Context: an optimization exercise on an open-source flow, tuned for small area. The choices shown serve that exercise and are no tape-out recipe. RTL that was checked went through simulation tests only; none was proved equivalent to the original. Power is estimated from default activity; no workload was simulated. The flow treats the clock pin as an ideal source, which a real chip does not have.

// il_core
module il_core (
    input  wire        clk,
    input  wire        rst,
    input  wire        start,
    input  wire [15:0] prog_len,
    output wire        busy,
    output wire [15:0] acc,
    output wire [15:0] last_line,
    output wire [4:0]  esp,
    output wire [4:0]  csp,
    output wire        prog_valid,
    output wire [15:0] prog_addr,
    input  wire        prog_ready,
    input  wire [15:0] prog_word,
    input  wire [15:0] prog_opr,
    output wire        mem_valid,
    output wire        mem_we,
    output wire [1:0]  mem_region,
    output wire [4:0]  mem_slot,
    output wire [15:0] mem_wdata,
    input  wire        mem_ready,
    input  wire [15:0] mem_rdata
);
For scale: about 850 flip-flops, about 25,000 sq um of cells after synthesis.
clock: 8.0 ns
lec_check: 0
cap_margin: 20
core_margin: 2
core_utilization: 40
slew_margin: 20
standard.sh (not shown) runs the stock make flow with config.mk's settings and CLKGATE_MAP_FILE= SYNTH_SCRIPT=/design/flow/synth_recipe.tcl, a recipe that flattens the netlist after the stock synthesis.
==> flow/flow/run.sh <==
#!/bin/bash
# The standard layout (the standard.sh), with two changes: the port
# buffers are sky130_fd_sc_hd__buf_1, and clock tree synthesis gets its own
# clustering arguments and no dummy loads.
set -euo pipefail
bash standard.sh finish "BUFFER_PORTS_ARGS=-buffer_cell sky130_fd_sc_hd__buf_1" \
  "CTS_ARGS=-sink_clustering_enable -repair_clock_nets -sink_clustering_size 45 -sink_clustering_max_diameter 50 -buf_list sky130_fd_sc_hd__clkbuf_16 -dont_use_dummy_load" \
  > standard_flow.log 2>&1
The first run passed the timing, DRC and antenna checks.
Next try:
--- a/flow/flow/run.sh
+++ b/flow/flow/run.sh
@@ -7 +7 @@
-  "CTS_ARGS=-sink_clustering_enable -repair_clock_nets -sink_clustering_size 45 -sink_clustering_max_diameter 50 -buf_list sky130_fd_sc_hd__clkbuf_16 -dont_use_dummy_load" \
+  "CTS_ARGS=-sink_clustering_enable -repair_clock_nets -sink_clustering_size 35 -sink_clustering_max_diameter 80 -buf_list sky130_fd_sc_hd__clkbuf_16 -dont_use_dummy_load" \
Settings changed: CORE_UTILIZATION 40 to 65.
Result:
- clock-buffer cell count goes down by 27
- routed wire length drops by 3.1%
- synthesized cell count stays the same
- total power shrinks by 7.9%
- critical path depth stays the same
- global-route usage increases by 9.5 points
- final area is lower by 3.8%
- synthesized area is unchanged
Next try:
--- a/flow/flow/run.sh
+++ b/flow/flow/run.sh
@@ -7 +7 @@
-  "CTS_ARGS=-sink_clustering_enable -repair_clock_nets -sink_clustering_size 35 -sink_clustering_max_diameter 80 -buf_list sky130_fd_sc_hd__clkbuf_16 -dont_use_dummy_load" \
+  "CTS_ARGS=-sink_clustering_enable -repair_clock_nets -sink_clustering_size 36 -sink_clustering_max_diameter 60 -buf_list sky130_fd_sc_hd__clkbuf_16 -dont_use_dummy_load" \
Settings changed: CORE_UTILIZATION 65 to 40.
Result: Cell area went up by 2.5%; setup slack gets better by 34 ps; first-iteration DRC count rises by 8.8%; routed wire length climbs by 2.5%; critical path depth stays the same; clock skew rises by 26 ps; hold slack got worse by 14 ps; synthesized cell count does not change; maximum frequency increases by 0.54%; global-route usage went down by 9.6 points.

* * *

Another version of the RTL of il_core (not shown whole).
For scale: about 2,200 cells after synthesis, about 850 flip-flops, about 150 I/O pins, ~26,000 µm² of cells after synthesis.
Settings: LEC_CHECK=0, CAP_MARGIN=20, CORE_MARGIN=2, CORE_UTILIZATION=40, CTS_BUF_LIST=sky130_fd_sc_hd__clkbuf_4, SLEW_MARGIN=20; clock period 8.0 ns.
run.sh (not shown) runs the stock make flow with config.mk's settings and CLKGATE_MAP_FILE= SYNTH_SCRIPT=/design/flow/synth_recipe.tcl, a recipe that flattens the netlist after the stock synthesis.
Stock flow here: none of the scripts above is used.
Next try:
- CORE_UTILIZATION: 40 -> 60
- CTS_BUF_LIST: sky130_fd_sc_hd__clkbuf_4 -> sky130_fd_sc_hd__clkbuf_2 sky130_fd_sc_hd__clkbuf_4
Synthesized cell count does not change. Die area decreases by a quarter to a third. Via count decreases slightly. Routed wire length decreases by a few percent. Final cell count decreases by a little under a tenth. Utilization increases by 23 points. Clock-buffer cell count decreases by 11. Non-clock buffer count does not change. Clock power decreases by a few percent. Flip-flop and latch count does not change. Total power decreases slightly.
No functional check of the RTL was part of any run of this note.

==> static timing again, ports no longer ideal <==
In the flow no input, the clock included, has a driving cell. The finished layouts below were timed again as built, in two steps. Step 1 (the two cells are an assumption about what drives the block):
set clk [get_ports {clk}]
set_driving_cell -lib_cell sky130_fd_sc_hd__clkbuf_16 $clk
set_driving_cell -lib_cell sky130_fd_sc_hd__buf_2 [delete_from_list [all_inputs] $clk]
Step 2, shift: input delay + t, output delay - t, t = (earliest + latest rising clock arrival at the registers) / 2. This alone moves slack from input paths to output paths. Three values: ideal ports, drivers, drivers and shift; two values: the first two.
| run | shift t [ns] | setup slack, ns | latest minus earliest clock arrival (ns) | worst register clock-pin slew, ns | pins driven straight from the clock port |
|---|---|---|---|---|---|
| the first run of note 1 | 0.660 | 1.730 / 1.730 / 1.730 | 0.121 / 0.121 | 0.11 / 0.11 | 1 |
| the second run of note 1 | 0.642 | 1.675 / 1.675 / 1.675 | 0.068 / 0.068 | 0.12 / 0.12 | 1 |
| the third run of note 1 | 0.623 | 1.709 / 1.709 / 1.709 | 0.115 / 0.116 | 0.12 / 0.12 | 1 |
| the first run of note 2 | 1.064 | 2.289 / 2.264 / 2.264 | 0.105 / 0.106 | 0.08 / 0.08 | 1 |
| the second run of note 2 | 1.048 | 2.281 / 2.239 / 2.239 | 0.078 / 0.077 | 0.08 / 0.08 | 1 |
After both steps setup and hold are still met in every run listed. For the second run of note 2, which loses most, drivers alone change the setup slack by -0.042 ns; drivers and shift together by -0.042 ns.
